Background: an optimization exercise with open tools, aiming at small area, a short achievable clock period and few clock cycles. Do not read the settings as production practice. Function was checked by simulation only, so behaviour that the tests miss may differ from the original. Power is estimated from default activity; no workload was simulated.

==> design.v <==
module hpd_decoder (
    input  wire        clk,
    input  wire        rst,
    input  wire        tbl_we,
    input  wire [4:0]  tbl_addr,
    input  wire [15:0] tbl_code,
    input  wire [4:0]  tbl_len,
    input  wire [7:0]  tbl_op,
    input  wire        start,
    input  wire [15:0] total_bits,
    input  wire [4:0]  est_bits,
    input  wire [13:0] bail_terms,
    input  wire [13:0] bail_ops,
    output wire        idle,
    output reg         done,
    input  wire        in_valid,
    input  wire [7:0]  in_data,
    output wire        in_ready,
    output reg         op_valid,
    output wire [7:0]  op_data,
    input  wire        op_ready
);
    localparam NCODES = 32;
    integer i;
    genvar  gi, gb;
    reg [16:0] t_v  [0:NCODES-1];
    reg [7:0]  t_op [0:NCODES-1];
    reg run;
    assign idle = !run;
    wire        w_ok = (tbl_len != 5'd0) && (tbl_len <= 5'd16) &&
                       ((tbl_code >> tbl_len) == 16'd0);
    wire [16:0] w_sh = {tbl_code, 1'b1} << (5'd16 - tbl_len);
    wire [16:0] w_v  = w_ok ? w_sh : 17'd0;
    always @(posedge clk) begin
        if (tbl_we && idle) begin
            t_v[tbl_addr]  <= w_v;
            t_op[tbl_addr] <= tbl_op;
        end
    end
    reg [31:0] bb;           
    reg [5:0]  cf;           
    reg [4:0]  cs;           
    reg        slow1;        
    reg        slow2;        
    reg [15:0] pw1, pw0;     
    reg [NCODES-1:0] mreg;   
    wire [5:0]  bcnt = cf - {1'b0, cs};
    wire [15:0] win = bb[31:16];
    wire [15:0] w1  = slow1 ? pw1 : win;
    wire [15:0] w0  = slow1 ? pw0 : ~win;
    wire [NCODES-1:0] match;
    wire [15:0]       emask [0:NCODES-1];
    generate
        for (gi = 0; gi < NCODES; gi = gi + 1) begin : g_ent
            wire [16:0] v = t_v[gi];
            wire [15:0] m;
            for (gb = 0; gb < 16; gb = gb + 1) begin : g_pfx
                assign m[gb] = |v[gb:0];
            end
            wire [15:0] ok = ~m | (v[16:1] & w1) | (~v[16:1] & w0);
            assign match[gi] = m[15] & (&ok);
            assign emask[gi] = m;
        end
    endgenerate
    reg [15:0] mmin;
    always @(*) begin
        mmin = 16'hFFFF;
        for (i = 0; i < NCODES; i = i + 1)
            mmin = mmin & (emask[i] | {16{~match[i]}});
    end
    wire nd_any [0:62];
    wire nd_two [0:62];
    generate
        for (gi = 0; gi < NCODES; gi = gi + 1) begin : g_leaf
            assign nd_any[31 + gi] = match[gi];
            assign nd_two[31 + gi] = 1'b0;
        end
        for (gi = 30; gi >= 0; gi = gi - 1) begin : g_node
            assign nd_any[gi] = nd_any[2*gi+1] | nd_any[2*gi+2];
            assign nd_two[gi] = nd_two[2*gi+1] | nd_two[2*gi+2] |
                                (nd_any[2*gi+1] & nd_any[2*gi+2]);
        end
    endgenerate
    wire any_m    = nd_any[0];
    wire conflict = nd_two[0];
    reg [NCODES-1:0] mlow;
    always @(*) begin
        for (i = 0; i < NCODES; i = i + 1)
            mlow[i] = mreg[i] & ~(|(mreg & ((32'd1 << i) - 32'd1)));
    end
    wire [NCODES-1:0] sel = slow2 ? mlow : match;
    reg  [7:0] sel_op;
    always @(*) begin
        sel_op = 8'd0;
        for (i = 0; i < NCODES; i = i + 1)
            sel_op = sel_op | ({8{sel[i]}} & t_op[i]);
    end
    wire [7:0] dec_op = (any_m || slow2) ? sel_op : 8'hFF;
    reg [16:0] rem;          
    reg [4:0]  p_est;
    reg [13:0] nops;
    reg [13:0] tleft;        
    reg [13:0] oleft;        
    reg        opass;        
    reg        stop_a;       
    reg        evd;          
    reg [7:0]  op_reg;
    assign op_data = op_reg;
    wire ffd = &op_reg;
    wire t_hit = (tleft == 14'd0) || (tleft == 14'd1 && evd && ffd);
    wire bail  = opass && t_hit;
    wire stop  = stop_a || bail;
    wire busy     = slow1 || slow2;
    wire out_free = !op_valid || op_ready;
    wire fire     = run && !stop && !busy && (bcnt >= 6'd16) && out_free;
    wire settle   = (fire && !conflict) || slow2;
    assign in_ready = run && (bcnt <= 6'd24);
    wire take = in_ready && in_valid;
    wire [16:1] t;
    generate
        for (gi = 1; gi < 17; gi = gi + 1) begin : g_t
            assign t[gi] = mmin[16-gi];
        end
    endgenerate
    wire [4:0] len;
    assign len[4] = t[16];
    assign len[3] = t[8] & ~t[16];
    assign len[2] = (t[4] & ~t[8]) | (t[12] & ~t[16]);
    assign len[1] = (t[2] & ~t[4]) | (t[6] & ~t[8]) | (t[10] & ~t[12]) | (t[14] & ~t[16]);
    assign len[0] = (t[1] & ~t[2]) | (t[3] & ~t[4]) | (t[5] & ~t[6]) | (t[7] & ~t[8]) |
                    (t[9] & ~t[10]) | (t[11] & ~t[12]) | (t[13] & ~t[14]) | (t[15] & ~t[16]);
    wire [4:0] sh = fire ? len : 5'd0;
    wire [31:0] bfill = take ? (bb | ({in_data, 24'd0} >> bcnt)) : bb;
    wire [5:0]  cfill = take ? bcnt + 6'd8 : bcnt;
    wire [31:0] s4 = sh[4] ? {bfill[15:0], 16'd0} : bfill;
    wire [31:0] s3 = sh[3] ? {s4[23:0], 8'd0} : s4;
    wire [31:0] s2 = sh[2] ? {s3[27:0], 4'd0} : s3;
    wire [31:0] s1 = sh[1] ? {s2[29:0], 2'd0} : s2;
    wire [31:0] s0 = sh[0] ? {s1[30:0], 1'd0} : s1;
    wire [16:0] rem_n   = rem - {12'd0, p_est};
    wire        bud_end = rem_n[16] || (rem_n == 17'd0);
    wire [13:0] nops_n  = nops + 14'd1;
    always @(posedge clk) begin
        if (rst) begin
            run      <= 1'b0;
            done     <= 1'b0;
            op_valid <= 1'b0;
            slow1    <= 1'b0;
            slow2    <= 1'b0;
            evd      <= 1'b0;
        end else begin
            done  <= 1'b0;
            slow1 <= fire && conflict;
            slow2 <= slow1;
            evd   <= settle;
            if (settle)
                op_valid <= 1'b1;
            else if (op_ready)
                op_valid <= 1'b0;
            if (!run) begin
                if (start) run <= 1'b1;
            end else if (stop && !busy && (!op_valid || op_ready)) begin
                run  <= 1'b0;
                done <= 1'b1;
            end
        end
    end
    always @(posedge clk) begin
        mreg <= match;
        pw1  <= win & mmin;
        pw0  <= ~win & mmin;
        if (fire || slow2) op_reg <= dec_op;
        if (!run) begin
            bb <= 32'd0;
            cf <= 6'd0;
            cs <= 5'd0;
        end else begin
            bb <= s0;
            cf <= cfill;
            cs <= sh;
        end
        if (!run) begin
            if (start) begin
                rem    <= {1'b0, total_bits};
                p_est  <= est_bits;
                nops   <= 14'd0;
                tleft  <= bail_terms;
                oleft  <= bail_ops;
                opass  <= 1'b0;
                stop_a <= (total_bits == 16'd0);
            end
        end else begin
            if (evd && ffd && tleft != 14'd0) tleft <= tleft - 14'd1;
            if (fire) begin
                rem    <= rem_n;
                nops   <= nops_n;
                if (oleft != 14'd0) oleft <= oleft - 14'd1;
                opass  <= opass || (oleft == 14'd0);
                stop_a <= bud_end || nops_n[13];
            end
        end
    end
endmodule
==> run.sh <==
#!/bin/bash
# synth_recipe.tcl (not shown) runs the flow's synth.tcl, then flattens the netlist and writes it again
# the make line also repeats each setting of config.mk as NAME=value (left out here)
make -C /OpenROAD-flow-scripts/flow DESIGN_CONFIG=/design/flow/config.mk WORK_HOME=/design/flow/orfs CLKGATE_MAP_FILE= SYNTH_SCRIPT=/design/flow/synth_recipe.tcl finish
==> config.mk <==
export PLATFORM = sky130hd
export DESIGN_NAME = hpd_decoder
export DESIGN_NICKNAME = hpd_decoder
export VERILOG_FILES = /design/flow/design.v
export SDC_FILE = /design/flow/constraint.sdc
export NUM_CORES = 4
export LEC_CHECK = 0
export ABC_AREA = 1
export CAP_MARGIN = 20
export CORE_MARGIN = 2
export CORE_UTILIZATION = 40
export PLACE_DENSITY = 0.6
export SETUP_SLACK_MARGIN = 3.0
export SLEW_MARGIN = 20
export TNS_END_PERCENT = 0
==> constraint.sdc <==
create_clock -name core_clock -period 8.0 [get_ports {clk}]
set_input_delay 1.6000 -clock core_clock [delete_from_list [all_inputs] [get_ports {clk}]]
set_output_delay 1.6000 -clock core_clock [all_outputs]
set_load 0.01 [all_outputs]
==> out/metrics.cfg, run 1 <==
[global_route]
antenna_found_initial = 25
grt_pass1_wl_um = 393300
grt_usage = 0.3827
grt_max_degree = 68
first_global_vias = 51420
overflow = 0

[finish]
drive_above_1_share = 0.1005
largest_register_ffs = 544
layout.cells.non_filler = 9460
top_regs = t_v x544, t_op x256
area_delta_synth_final_pct = 16.18
largest-register = t_v
finalCoreUtilization = 0.4689
fin_nets = 7579

[worst_hold_path]
hp-class = flip-flop to flip-flop

[logic_synthesis]
synthTopCellsByArea = edfxtp_1, nand2_1, nor2_1
synth_top_area_frac = 0.4587
synth_top_area_cell = edfxtp_1
synthArstFlopShare = 0
synth.cell_area_um2 = 57220
avgSynthCellArea_um2 = 7.942
synthFlopType = edfxtp_1
yosysSeqAreaShare = 0.4982
synth_warnings = 1
ys_seq_elements = 987
synth_fp_nets = 7321
synth_edf_count = 874
syn_inst = 7205
yosysUniqueCellTypes = 77

[floorplan]
start_util = 0.4036
die_h_um = 382.2
num_rows = 138
die_area_um2 = 146100
io-pin-count = 109
core_um2 = 141800
fp.dieW_um = 382.2

[run]
drv_cap = 0

[place]
dp_hpwl_um = 210500
finalWeightedCongestion = 1.162
io_buffers = 108
place_ws_ns = 1.547
dp_cells = 9179

[clocking]
clk_latency_ns = 0.80
clkTransAtPathRegs_ns = 0.06
tritoncts = done
htree_levels = 3
cts.sinks = 987
cts_buffer_depth = 3
clockRootBuffer = clkbuf_16
cts_made_buffers = 114
hold_buffers = 0

[timing]
layout_min_cycle_time_ns = 5.238
finalCritPeriodShare = 0.6548
fmax_mhz = 190.9
clock_skew_ns = 0.04270
worst_pin_slew_ns = 1.270
layout_setup_ws_ns = 2.762
max_slew_margin = 0.1523
report.final.setup_viol = 0
rsz0062_at_grt = true
tns_ns = 0
hold_viol = 0
slew_viol_final = 0

[routing]
routedWlPerCell_um = 30.53
antenna_left = 0
vias = 57130
routed_wl_um = 288800
initialDrtViolationCount = 8837
vias_per_cell = 6.039
drc = 0
dr.pass1.iters = 7

[setup_path]
crit_type = flip-flop to flip-flop
cp-end-kind = flip-flop
worstPathRequired_ns = 8.71
slowest_stage = dfxtp_1
crit_path_max_incr_delay_ns = 0.42
crit_path_frequent_cell = nand2_1
start_kind = flip-flop
worstPathArrival_ns = 5.95
critPathMaxFanout = 26

[power_and_ir_drop]
total_power_mw = 12.17
ir_drop_mv = 0.1911
cellLeakagePower_nw = 27.18
power_density_nw_per_um2 = 183.1

[outcome]
outcome = no timing/DRC/antenna violations

metrics by stage:
step / hold WS, ns / instance area, µm²
after global routing: 0.4117 / 66450
after CTS: 0.4083 / 65720
after global placement: 0.4004 / 61020
after detailed placement: 0.3992 / 61130
after floorplan: 0.4070 / 57220
final: 0.4148 / 66470
metal layers:
metal | vias to the layer above | global-route usage | routed length [µm]
met4 | 22 | 0.2552 | 23120
li1 | 24840 | - | -
met5 | - | 0 | 140
met3 | 985 | 0.1046 | 36850
met2 | 4199 | 0.5574 | 120300
met1 | 27080 | 0.4965 | 108500
power by group:
part           internal [mW]  total (mW)  switching (mW)
Combinational          0.230       0.846           0.616
Clock                   3.19        5.58            2.39
Sequential              5.69        5.74          0.0514
Total                   9.11        12.2            3.06
layout make-up:
class                      instances  area (µm²)
fill                           13920       75280
sequential                       987       28510
multi-input combinational       5139       25180
inverter                         915        3540
clock buffer                     133        3038
timing repair buffer             304        2880
tap                             1890        2365
clock inverter                    81       924.6
antenna                            9       22.52
timing repair inverter             2       10.01
repair_timing:
| action | 4_1_cts | 5_1_grt |
|---|---|---|
| gates cloned | 5 | 3 |
| pin swaps | 13 | 15 |
| setup buffers | 32 | 18 |
| resized for setup | 74 | 129 |
| endpoints found under the setup margin | 510 | 385 |
critical path: cells and delay by family (launching register included):
family,cells,cell delay [ns]
and+or+nand+nor,22,3.26
buffers and inverters,5,1.35
DFF,1,0.42
AOI/OAI and AO/OA,1,0.13
cell families (layout without fill, tap and decap cells):
family / count (synthesis) / count (layout) / share of synthesized area
multiplexers: 5 / 5 / 0.0008747
AND/OR/NAND/NOR: 4317 / 4323 / 0.3320
flip-flops: 987 / 987 / 0.4982
other: 0 / 9 / 0
XOR/XNOR: 29 / 29 / 0.004439
buffers and inverters: 1085 / 1435 / 0.07922
AO/OA/AOI/OAI: 763 / 763 / 0.08080
adder cells (fa/ha/maj): 19 / 19 / 0.004417
synthesized netlist by cell type, drive strengths merged, types with 5 or more instances:
library cell,number
nor4,26
o21bai,12
o31ai,7
a31oi,31
o211ai,119
inv,909
or2,37
a22o,9
xnor2,9
clkbuf,37
edfxtp,874
nand3,702
nor2,980
o22ai,43
ha,17
a221oi,33
nand3b,69
clkinv,6
buf,133
nand2,2113
mux2i,5
a22oi,13
nand4,254
xor2,20
dfxtp,113
a21oi,140
nor3,117
o21ai,318
nor3b,12
o221ai,5
worst paths after layout:
| path | cells after the start | end | slack (ns) | from |
|---|---|---|---|---|
| hold / removal | 0 | pw1[15] | 0.41 | bb[31] |
| hold reg to reg | 0 | pw1[15] | 0.41 | bb[31] |
| setup reg to reg | 28 | bb[29] | 2.76 | slow1 |
| setup / recovery | 28 | bb[29] | 2.76 | slow1 |
layout by cell type (no fill, tap or decap), drive strengths merged, types with 5 or more instances in the layout:
cell | netlist | final
o211ai | 119 | 119
clkbuf | 37 | 134
nor4 | 26 | 26
or2 | 37 | 37
nand3b | 69 | 69
o31ai | 7 | 7
ha | 17 | 17
buf | 133 | 195
xnor2 | 9 | 9
xor2 | 20 | 20
nand3 | 702 | 703
bufinv | 0 | 15
nor3b | 12 | 12
nor2 | 980 | 985
dfxtp | 113 | 113
nand2 | 2113 | 2113
a22oi | 13 | 13
diode | 0 | 9
o21bai | 12 | 12
o21ai | 318 | 318
nor3 | 117 | 117
a31oi | 31 | 31
clkdlybuf4s50 | 0 | 107
o221ai | 5 | 5
a21oi | 140 | 140
o22ai | 43 | 43
clkinvlp | 0 | 31
clkinv | 6 | 50
a22o | 9 | 9
nand4 | 254 | 254
mux2i | 5 | 5
edfxtp | 874 | 874
a221oi | 33 | 33
inv | 909 | 902
Testbench counts, summed over its fixed seeds: cycles 124,523.
==> run 2, diff against run 1 <==
--- a/config.mk
+++ b/config.mk
@@ -10,6 +10,7 @@
 export CORE_MARGIN = 2
 export CORE_UTILIZATION = 40
+export GPL_TIMING_DRIVEN = 1
 export PLACE_DENSITY = 0.6
-export SETUP_SLACK_MARGIN = 3.0
+export SETUP_SLACK_MARGIN = 4.0
 export SLEW_MARGIN = 20
 export TNS_END_PERCENT = 0
==> out/metrics.cfg, run 2 <==
[clocking]
clk_latency_ns = 0.78  ; -0.02 ns
cts_buffer_depth = 3  ; unchanged
cts.sinks = 987  ; unchanged
cts_made_buffers = 112  ; -1.8%
clockRootBuffer = clkbuf_16
tritoncts = done
htree_levels = 3  ; unchanged
clkTransAtPathRegs_ns = 0.07  ; about the same

[finish]
layout_commonest_cell = nand2_1
finalCoreUtilization = 0.4821  ; +0.01313
largest-register = t_v
fin_nets = 7704  ; +1.6%
area_delta_synth_final_pct = 19.43
top_regs = t_v x544, t_op x256
mostFrequentLayoutCells = nand2_1, edfxtp_1, inv_1
largest_register_ffs = 544  ; unchanged
drive_above_1_share = 0.1247  ; +0.02414
fin_area_um2 = 68340  ; +2.8%

[logic_synthesis]
yosysMostFrequentCell = nand2_1
yosysUniqueCellTypes = 77  ; unchanged
yosysSeqAreaShare = 0.4982  ; unchanged
synth_warnings = 1  ; unchanged
synthFlopType = edfxtp_1
avgSynthCellArea_um2 = 7.942  ; unchanged
synth_edf_count = 874  ; unchanged
yosys-top-cells-count = nand2_1, nor2_1, inv_1, edfxtp_1, nand3_1
synth_top_area_cell = edfxtp_1
synthTopCellsByArea = edfxtp_1, nand2_1, nor2_1
synthArstFlopShare = 0  ; unchanged
synth.cell_area_um2 = 57220  ; unchanged
ys_seq_elements = 987  ; unchanged
synth_top_area_frac = 0.4587  ; unchanged
syn_inst = 7205  ; unchanged
synth_fp_nets = 7321  ; unchanged

[power_and_ir_drop]
power.switching_mw = 3.068  ; +0.18%
power_frac_seq = 0.471  ; about the same
power_switching_share = 0.2515  ; about the same
ir_drop_mv = 0.1906  ; -0.29%
total_power_mw = 12.20  ; +0.20%
power_density_nw_per_um2 = 178.5  ; -2.5%
cellLeakagePower_nw = 28.04  ; +3.2%
p_comb_frac = 0.074  ; +0.004
internal_power_mw = 9.130  ; +0.21%
clockPowerShare = 0.456  ; -0.003

[run]
drv_cap = 0  ; unchanged

[floorplan]
num_rows = 138  ; unchanged
die_area_um2 = 146100  ; unchanged
core_um2 = 141800  ; unchanged
start_util = 0.4036  ; unchanged
fp.dieW_um = 382.2  ; unchanged
die_h_um = 382.2  ; unchanged
io-pin-count = 109  ; unchanged

[routing]
initialDrtViolationCount = 8659  ; -2.0%
vias = 58020  ; +1.6%
drc = 0  ; unchanged
routedWlPerCell_um = 31.04  ; +1.7%
antenna_left = 0  ; unchanged
vias_per_cell = 6.053  ; +0.24%
dr.pass1.iters = 7  ; unchanged
routed_wl_um = 297500  ; +3.0%

[setup_path]
r2r-end = op_reg[3]
r2r_cells = 18  ; -36%
worstPathArrival_ns = 5.37  ; -0.58 ns
cp_top_family = simple AND/OR/NAND/NOR gates
start_kind = flip-flop
crit_path_max_incr_delay_ns = 0.45  ; +0.03 ns
path_cells = clkinv_8 > nand2_8 > nand2_8 > inv_1 > nor2_1 > nor2_1 > o21ai_0 > nand2_1 > nor2_2 > nand4_4 > clkinvlp_4 > o21ai_2 > inv_1 > a221oi_1 > nand3_1 > nand3b_1 > nor3_1 > nand4_1
crit_type = flip-flop to flip-flop
crit_buf_inv = 4  ; -1
critPathMaxFanout = 11  ; -58%
worstPathRequired_ns = 8.48  ; -0.23 ns
cp-end-kind = flip-flop
rrSetupSlack_ns = 3.11  ; +0.35 ns
reg2reg_from = slow1
slowest_stage = dfxtp_4

[timing]
finalCritPeriodShare = 0.6112  ; -0.04362
layout_setup_ws_ns = 3.111  ; +0.3490 ns
hold_viol = 0  ; unchanged
rsz0062_at_grt = true
clock_skew_ns = 0.05175  ; +0.009043 ns
layout_min_cycle_time_ns = 4.889  ; -0.3490 ns
slew_viol_final = 0  ; unchanged
report.final.setup_viol = 0  ; unchanged
worst_pin_slew_ns = 1.181  ; -0.08887 ns
tns_ns = 0  ; unchanged
fmax_mhz = 204.5  ; +7.1%
max_slew_margin = 0.2072  ; +0.05490

[global_route]
overflow = 0  ; unchanged
first_global_vias = 52380  ; +1.9%
grt_usage = 0.3934  ; +0.01069
grt_pass1_wl_um = 403100  ; +2.5%
antenna_found_initial = 20  ; -20%
grt_max_degree = 69  ; +1.5%

[outcome]
outcome = no timing/DRC/antenna violations

[worst_hold_path]
hold_start = bb[31]
whs_path_depth = 0  ; unchanged
hold_end = pw1[15]
hp-class = flip-flop to flip-flop

[place]
dp_hpwl_um = 215700  ; +2.5%
place_ws_ns = 1.736  ; +0.1886 ns
finalWeightedCongestion = 1.187  ; +2.2%
postPlaceCellArea_um2 = 61180  ; about the same
io_buffers = 108  ; unchanged

-- run 2: cell counts after synthesis --
Identical to the previous run, type by type.
-- run 2: logic make-up after synthesis --
kind of cell,share of synthesized area
simple gates,0.3320
flops,0.4982
fa+ha+maj,0.004417
buf+inv,0.07922
xor+xnor,0.004439
compound gates,0.08080
mux,0.0008747
-- run 2: how the worst max path moves through the flow --
stage / end / slack (ns) / depth (start not counted) / from
finish: op_reg[3] / 3.11 / 18 / slow1
global placement: t_v[31][9] / 1.73 / 11 / tbl_len[0]
CTS: in_ready / 3.26 / 14 / cs[0]
detailed placement: t_v[31][9] / 1.74 / 11 / tbl_len[0]
floorplan: t_v[0][13] / 3.91 / 11 / tbl_len[0]
global route: bb[30] / 3.17 / 30 / bb[17]
-- run 2: power by group through the flow --
stage	registers (mW)	clock network [mW]	logic [mW]
finish	5.74	5.56	0.897
global route	5.75	5.77	0.941
CTS	5.74	5.57	0.860
detailed placement	5.85	0	0.799
global placement	5.85	0	0.799
floorplan	5.84	0	0.412
-- run 2: final cells by class --
type	instances	area, µm²
Fill cell	13720	73420
Sequential cell	987	28520
Multi-Input combinational cell	5143	25850
Timing Repair Buffer	426	4139
Inverter	915	3541
Clock buffer	136	3018
Tap cell	1890	2365
Clock inverter	75	858.3
Antenna cell	9	22.52
Timing Repair inverter	3	21.27
-- run 2: repair_timing --
| item | CTS | global route |
|---|---|---|
| setup endpoints to repair | 814 | 692 |
| hold buffers | 0 | 0 |
| cloned | 10 | 4 |
| pin swaps | 45 | 44 |
| resized for setup | 235 | 139 |
| buffers inserted | 96 | 62 |
-- run 2: metal layers --
layer	GRT usage	wire (µm)
met2	0.5764	123300
met4	0.2797	25840
met1	0.5013	108900
met5	0	80
met3	0.1067	39350
-- run 2: per-stage QoR --
stage,hold WS [ns],cells
5_1_grt,0.4267,9576
6_report,0.4194,9584
3_5_place_dp,0.3993,9192
4_1_cts,0.4004,9509
3_3_place_gp,0.4118,9191
2_1_floorplan,0.4070,7205
-- run 2: worst reg2reg max path, cell delays in order, from the launching register on --
cell	delay (ns)
dfxtp_4	0.45
clkinv_8	0.16
nand2_8	0.23
nand2_8	0.21
inv_1	0.45
nor2_1	0.08
nor2_1	0.10
o21ai_0	0.13
nand2_1	0.11
nor2_2	0.07
nand4_4	0.24
clkinvlp_4	0.39
o21ai_2	0.37
inv_1	0.30
a221oi_1	0.34
nand3_1	0.27
nand3b_1	0.28
nor3_1	0.24
nand4_1	0.16
==> run 3, diff against run 2 <==
--- a/config.mk
+++ b/config.mk
@@ -9,7 +9,7 @@
 export CAP_MARGIN = 20
 export CORE_MARGIN = 2
-export CORE_UTILIZATION = 40
+export CORE_UTILIZATION = 50
 export GPL_TIMING_DRIVEN = 1
-export PLACE_DENSITY = 0.6
+export PLACE_DENSITY = 0.75
 export SETUP_SLACK_MARGIN = 4.0
 export SLEW_MARGIN = 20
==> out/metrics.cfg, run 3 <==
[outcome]
outcome = no timing/DRC/antenna violations

[logic_synthesis]
syn_inst = 7205  ; unchanged
synth_fp_nets = 7321  ; unchanged
ys_seq_elements = 987  ; unchanged
yosysUniqueCellTypes = 77  ; unchanged
synth_top_area_cell = edfxtp_1
yosysSeqAreaShare = 0.4982  ; unchanged
yosys-top-cells-count = nand2_1, nor2_1, inv_1, edfxtp_1, nand3_1
synthArstFlopShare = 0  ; unchanged
yosysMostFrequentCell = nand2_1
avgSynthCellArea_um2 = 7.942  ; unchanged
synthTopCellsByArea = edfxtp_1, nand2_1, nor2_1
synth_top_area_frac = 0.4587  ; unchanged
synth.cell_area_um2 = 57220  ; unchanged
synthFlopType = edfxtp_1
synth_warnings = 1  ; unchanged
synth_edf_count = 874  ; unchanged

[timing]
worst_pin_slew_ns = 1.280  ; +0.09897 ns
finalCritPeriodShare = 0.6035  ; -0.007660
slew_viol_final = 0  ; unchanged
report.final.setup_viol = 0  ; unchanged
hold_viol = 0  ; unchanged
clock_skew_ns = 0.06382  ; +0.01208 ns
tns_ns = 0  ; unchanged
layout_min_cycle_time_ns = 4.828  ; -0.06128 ns
layout_setup_ws_ns = 3.172  ; +0.06128 ns
max_slew_margin = 0.1433  ; -0.06385
fmax_mhz = 207.1  ; +1.3%
rsz0062_at_grt = true

[clocking]
clk_latency_ns = 0.79  ; about the same
clkTransAtPathRegs_ns = 0.07  ; about the same
hold_buffers = 0  ; unchanged
htree_levels = 3  ; unchanged
cts.sinks = 987  ; unchanged
cts_made_buffers = 106  ; -5.4%
tritoncts = done
cts_buffer_depth = 3  ; unchanged
clockRootBuffer = clkbuf_16

[power_and_ir_drop]
ir_drop_mv = 0.2691  ; +41%
cellLeakagePower_nw = 27.61  ; -1.5%
power_density_nw_per_um2 = 175.5  ; -1.7%

[finish]
largest-register = t_v
drive_above_1_share = 0.1192  ; -0.005414
fin_nets = 7649  ; -0.71%
layout.cells.non_filler = 9159  ; -4.4%
largest_register_ffs = 544  ; unchanged
mostFrequentLayoutCells = nand2_1, edfxtp_1, inv_1
top_regs = t_v x544, t_op x256
n_fill_cell = 10090  ; -26%
area_delta_synth_final_pct = 17.34
layout_commonest_cell = nand2_1
fin_area_um2 = 67140  ; -1.8%

[setup_path]
crit_buf_inv = 3  ; -1
r2r-end = bb[14]
reg2reg_from = slow1
cp_top_family = simple AND/OR/NAND/NOR gates
crit_start = slow1
start_kind = flip-flop
critPathMaxFanout = 25  ; +14
worstPathRequired_ns = 8.64  ; +0.16 ns
path_cells = buf_12 > nand2_1 > nand2_1 > buf_4 > inv_2 > nand3_1 > nand3_1 > nand2_1 > nor2_1 > nand2_1 > nor2_1 > nand4_1 > nor2_2 > nand2_1 > o21ai_1 > nand2_4 > nand2_1 > nand2_1 > nand2_1 > nand2_1 > nand2_1 > nand2_1
r2r_cells = 22  ; +4
cp-end-kind = flip-flop
crit_path_max_incr_delay_ns = 0.66  ; +0.21 ns
crit_type = flip-flop to flip-flop
slowest_stage = inv_2
crit_path_frequent_cell = nand2_1
worstPathArrival_ns = 5.47  ; +0.10 ns
rrSetupSlack_ns = 3.17  ; +0.06 ns

[worst_hold_path]
whs_path_depth = 1  ; +1
hp-class = flip-flop to flip-flop
hold_start = bb[27]
hold_end = pw0[11]

[floorplan]
start_util = 0.5025  ; +0.09882
num_rows = 124  ; -10%
die_area_um2 = 117200  ; -20%
core_um2 = 113900  ; -20%
io-pin-count = 109  ; unchanged
die_h_um = 342.3  ; -10%
fp.dieW_um = 342.3  ; -10%

[global_route]
grt_max_degree = 73  ; +5.8%
antenna_found_initial = 35  ; +75%
grt_usage = 0.4961  ; +0.1027
grt_pass1_wl_um = 404100  ; +0.25%
overflow = 0  ; unchanged
first_global_vias = 53360  ; +1.9%

[routing]
vias = 59300  ; +2.2%
routed_wl_um = 300800  ; +1.1%
initialDrtViolationCount = 10010  ; +16%
antenna_left = 0  ; unchanged
routedWlPerCell_um = 32.84  ; +5.8%
vias_per_cell = 6.475  ; +7.0%
drc = 0  ; unchanged
dr.pass1.iters = 7  ; unchanged

[place]
postPlaceCellArea_um2 = 60590  ; -0.96%
place_ws_ns = 1.606  ; -0.1295 ns
dp_cells = 8797  ; -4.3%
dp_hpwl_um = 211200  ; -2.1%
finalWeightedCongestion = 1.141  ; -3.9%
io_buffers = 108  ; unchanged

[run]
drv_cap = 0  ; unchanged

run 3: cell counts after synthesis:
No cell type changed its count.
run 3: routing by layer:
metal	global-route usage	vias to the layer above	part of all wire
met5	0	-	0.00052
met4	0.4024	24	0.10
met3	0.1491	1483	0.15
met2	0.7139	5176	0.41
met1	0.6166	27610	0.34
li1	-	25010	-
run 3: worst max path at each step:
stage | endpoint | slack [ns] | cells past startpoint
floorplan | t_v[0][13] | 3.91 | 11
global placement | t_v[4][8] | 1.57 | 11
detailed placement | t_v[19][14] | 1.61 | 11
CTS | in_ready | 3.44 | 15
global route | op_reg[6] | 3.21 | 21
finish | bb[14] | 3.17 | 22
run 3: cell families (layout without fill, tap and decap cells):
kind of cell               Yosys count  count (layout)  share of synthesized area
xor gates and xnor gates            29              29                   0.004439
and+or+nand+nor                   4317            4325                     0.3320
AOI/OAI and AO/OA                  763             763                    0.08080
other                                0              24                          0
buffers and inverters             1085            1495                    0.07922
adders and majority gates           19              19                   0.004417
muxes                                5               5                  0.0008747
DFF                                987             987                     0.4982
run 3: power by group:
| group | leakage [nW] | switching (mW) | internal [mW] | total (mW) |
|---|---|---|---|---|
| clock | 1.72 | 2.33 | 2.81 | 5.14 |
| sequential | 8.31 | 0.0526 | 5.69 | 5.74 |
| combinational | 17.6 | 0.652 | 0.249 | 0.902 |
run 3: area by class of cell:
cell class                      instances  area [µm²]  share of cell area
Timing Repair inverter                  2       10.01           0.0001491
Antenna cell                           24       60.06           0.0008945
Tap cell                             1512        1892             0.02818
Clock buffer                          123        2716             0.04046
Clock inverter                         75       813.3             0.01211
Multi-Input combinational cell       5141       25820              0.3845
Sequential cell                       987       28520              0.4247
Timing Repair Buffer                  380        3755             0.05593
Inverter                              915        3560             0.05302
run 3: metrics by stage:
step / util / power (mW) / hold slack [ns]
2_1_floorplan: - / 6.247 / 0.4070
3_3_place_gp: 0.5315 / 6.635 / 0.4454
3_5_place_dp: 0.5321 / 6.649 / 0.4639
4_1_cts: 0.5784 / 11.68 / 0.4838
5_1_grt: 0.5891 / 11.96 / 0.4963
6_report: 0.5896 / 11.79 / 0.4898
run 3: timing repair:
item                       4_1_cts  5_1_grt
pin swaps                       48       51
setup endpoints to repair      952     1243
gates resized for setup        272      146
buffers inserted                68       59
gates cloned                     6        7
==> run 4, diff against run 3 <==
--- a/design.v
+++ b/design.v
@@ -43,10 +43,7 @@
     reg        slow1;        
     reg        slow2;        
-    reg [15:0] pw1, pw0;     
+    reg [15:0] w1, w0;       
     reg [NCODES-1:0] mreg;   
     wire [5:0]  bcnt = cf - {1'b0, cs};
-    wire [15:0] win = bb[31:16];
-    wire [15:0] w1  = slow1 ? pw1 : win;
-    wire [15:0] w0  = slow1 ? pw0 : ~win;
     wire [NCODES-1:0] match;
     wire [15:0]       emask [0:NCODES-1];
@@ -168,6 +165,4 @@
     always @(posedge clk) begin
         mreg <= match;
-        pw1  <= win & mmin;
-        pw0  <= ~win & mmin;
         if (fire || slow2) op_reg <= dec_op;
         if (!run) begin
@@ -175,8 +170,12 @@
             cf <= 6'd0;
             cs <= 5'd0;
+            w1 <= 16'd0;
+            w0 <= 16'hFFFF;
         end else begin
             bb <= s0;
             cf <= cfill;
             cs <= sh;
+            w1 <= (fire && conflict) ? (w1 & mmin) : s0[31:16];
+            w0 <= (fire && conflict) ? (w0 & mmin) : ~s0[31:16];
         end
         if (!run) begin
--- a/config.mk
+++ b/config.mk
@@ -9,7 +9,7 @@
 export CAP_MARGIN = 20
 export CORE_MARGIN = 2
-export CORE_UTILIZATION = 50
+export CORE_UTILIZATION = 40
 export GPL_TIMING_DRIVEN = 1
-export PLACE_DENSITY = 0.75
+export PLACE_DENSITY = 0.6
 export SETUP_SLACK_MARGIN = 4.0
 export SLEW_MARGIN = 20
==> out/metrics.cfg, run 4 <==
[outcome]
outcome = no timing/DRC/antenna violations

[global_route]
grt_pass1_wl_um = 375100  ; -7.2%
overflow = 0  ; unchanged
grt_max_degree = 68  ; -6.8%
grt_usage = 0.3578  ; -0.1382
antenna_found_initial = 17  ; -51%
first_global_vias = 51810  ; -2.9%

[finish]
layout.cells.non_filler = 9722  ; +6.1%
top_regs = t_v x544, t_op x256
fin_nets = 7829  ; +2.4%
area_delta_synth_final_pct = 18.32
largest-register = t_v
largest_register_ffs = 544  ; unchanged
mostFrequentLayoutCells = nand2_1, nor2_1, edfxtp_1
layout_commonest_cell = nand2_1
n_fill_cell = 14120  ; +40%
drive_above_1_share = 0.1312  ; +0.01200

[clocking]
cts_made_buffers = 113  ; +6.6%
clk_latency_ns = 0.77  ; -0.02 ns
clockRootBuffer = clkbuf_16
cts_buffer_depth = 3  ; unchanged
cts.sinks = 987  ; unchanged
htree_levels = 3  ; unchanged
clkTransAtPathRegs_ns = 0.07  ; about the same
tritoncts = done

[worst_hold_path]
hp-class = flip-flop to flip-flop
whs_path_depth = 2  ; +1

[routing]
maxUsedRoutingLayer = met5
routedWlPerCell_um = 28.04  ; -15%
routed_wl_um = 272600  ; -9.4%
wl_met2_um = 115900  ; -5.0%
wirelength_met1_um = 105900  ; +3.1%
dr.pass1.iters = 18  ; +11
antenna_left = 0  ; unchanged
vias_per_cell = 5.865  ; -9.4%
routed-wl-met3_um = 31420  ; -30%
drc = 0  ; unchanged
vias = 57020  ; -3.8%
initialDrtViolationCount = 8007  ; -20%

[timing]
hold_viol = 0  ; unchanged
rsz0062_at_grt = true
layout_setup_ws_ns = 3.346  ; +0.1739 ns
slew_viol_final = 0  ; unchanged
worst_pin_slew_ns = 1.168  ; -0.1125 ns
finalCritPeriodShare = 0.5818  ; -0.02173
holdWs_ns = 0.4258  ; -0.06400 ns
tns_ns = 0  ; unchanged
report.final.setup_viol = 0  ; unchanged
clock_skew_ns = 0.05018  ; -0.01365 ns
layout_min_cycle_time_ns = 4.654  ; -0.1739 ns
max_slew_margin = 0.2215  ; +0.07817
fmax_mhz = 214.9  ; +3.7%

[logic_synthesis]
yosysUniqueCellTypes = 74  ; -3.9%
yosysSeqAreaShare = 0.4920  ; -0.006208
synth_top_area_cell = edfxtp_1
synth_top_area_frac = 0.4530  ; -0.005715
synth_edf_count = 874  ; unchanged
syn_inst = 7343  ; +1.9%
yosysMostFrequentCell = nand2_1
avgSynthCellArea_um2 = 7.891  ; -0.64%
synth.cell_area_um2 = 57940  ; +1.3%
yosys-top-cells-count = nand2_1, nor2_1, edfxtp_1, inv_1, nand3_1
synth_fp_nets = 7459  ; +1.9%
synthArstFlopShare = 0  ; unchanged
synth_warnings = 1  ; unchanged
synthTopCellsByArea = edfxtp_1, nand2_1, nor2_1
synthFlopType = edfxtp_1
ys_seq_elements = 987  ; unchanged

[floorplan]
die_h_um = 384.6  ; +12%
start_util = 0.4033  ; -0.09912
die_area_um2 = 147900  ; +26%
io-pin-count = 109  ; unchanged
fp.dieW_um = 384.6  ; +12%
num_rows = 139  ; +12%
core_um2 = 143700  ; +26%

[setup_path]
crit_path_max_incr_delay_ns = 0.38  ; -0.28 ns
crit_path_frequent_cell = nand3_1
critPathMaxFanout = 15  ; -40%
r2r_cells = 25  ; +14%
worstPathArrival_ns = 5.33  ; -0.14 ns
crit_type = flip-flop to flip-flop
cp-end-kind = flip-flop
start_kind = flip-flop
slowest_stage = buf_4
worstPathRequired_ns = 8.67  ; +0.03 ns
rrSetupSlack_ns = 3.35  ; +0.17 ns

[power_and_ir_drop]
total_power_mw = 16.10  ; +37%
cellLeakagePower_nw = 27.93  ; +1.1%
ir_drop_mv = 0.1743  ; -35%
power_density_nw_per_um2 = 234.8  ; +34%

[place]
place_ws_ns = 1.704  ; +0.09793 ns
dp_hpwl_um = 194600  ; -7.9%
io_buffers = 108  ; unchanged
finalWeightedCongestion = 1.097  ; -3.9%
dp_cells = 9321  ; +6.0%

[run]
drv_cap = 0  ; unchanged

-- run 4: path summary, 6_finish.rpt --
kind	end	start
setup / recovery	w1[7]	w0[3]
hold / removal	slow2	slow1
setup reg to reg	w1[7]	w0[3]
hold reg to reg	slow2	slow1
-- run 4: cell type report --
type,instances,area (µm²),share of cell area
Clock inverter,71,668.1,0.009746
Timing Repair inverter,1,5.005,0.00007301
Timing Repair Buffer,431,3896,0.05684
Multi-Input combinational cell,5347,26690,0.3893
Sequential cell,987,28550,0.4165
Inverter,832,3301,0.04815
Clock buffer,141,3043,0.04439
Antenna cell,9,22.52,0.0003285
Tap cell,1903,2381,0.03473
-- run 4: stage by stage --
stage | util | instance area [µm²]
2_1_floorplan | - | 58100
3_3_place_gp | 0.4313 | 61960
3_5_place_dp | 0.4313 | 61960
4_1_cts | 0.4661 | 66960
5_1_grt | 0.4771 | 68530
6_report | 0.4772 | 68550
-- run 4: cell families after synthesis --
logic type      Yosys count  share of synthesized area
fa+ha+maj                19                   0.004362
buf+inv                1018                    0.06994
simple gates           4217                     0.3200
mux                       4                  0.0006911
xor+xnor                 23                   0.003477
flops                   987                     0.4920
compound gates         1075                     0.1095
-- run 4: layer usage --
layer,track usage,vias to the layer above
li1,-,25770
met1,0.4665,27080
met2,0.5363,3398
met3,0.08651,756
met4,0.2182,10
met5,0,-
-- run 4: critical path, delay by kind of cell, from the launching register on --
family | cells | cell delay [ns]
and+or+nand+nor | 16 | 2.51
DFF | 1 | 0.32
buffers and inverters | 8 | 1.51
AOI/OAI and AO/OA | 1 | 0.16
-- run 4: where the power goes --
part | switching, mW | internal [mW]
registers | 0.262 | 5.85
logic | 3.34 | 1.35
clock network | 2.28 | 3.02
total | 5.89 | 10.2
-- run 4: what timing repair did --
item / CTS / global route
endpoints found under the setup margin: 681 / 624
resized for setup: 162 / 184
hold buffers: 0 / 0
gates cloned: 7 / 4
buffers inserted: 74 / 95
pin swaps: 24 / 54
Testbench counts of run 4, summed over its fixed seeds: cycles 124,523.

## afterwards: timing with drivers on the ports
In the flow no input, the clock included, has a driving cell. The finished layouts below were timed again as built, in two steps.
Step 1 assumes that a clkbuf_16 drives the clock port and a buf_2 every other input.
Step 2, shift: input delay + t, output delay - t, t = (earliest + latest rising clock arrival at the registers) / 2. This alone moves slack from input paths to output paths.
Slacks: ideal ports / drivers / drivers and shift; pairs: ideal ports / drivers.
run | t, ns | setup slack, ns | worst setup path at the end | worst data-port slew with drivers (ns)
run 1 | 0.861 | 2.762 / 2.762 / 2.249 | input to register | 0.08
run 2 | 0.845 | 3.111 / 3.111 / 2.777 | input to register | 0.06
run 3 | 0.839 | 3.172 / 3.172 / 2.439 | input to register | 0.12
run 4 | 0.823 | 3.346 / 3.346 / 2.734 | input to register | 0.07
After both steps every run listed still meets setup and hold. The setup slack of run 3, which loses most, moves by 0.000 ns with the drivers and by -0.733 ns with both steps.
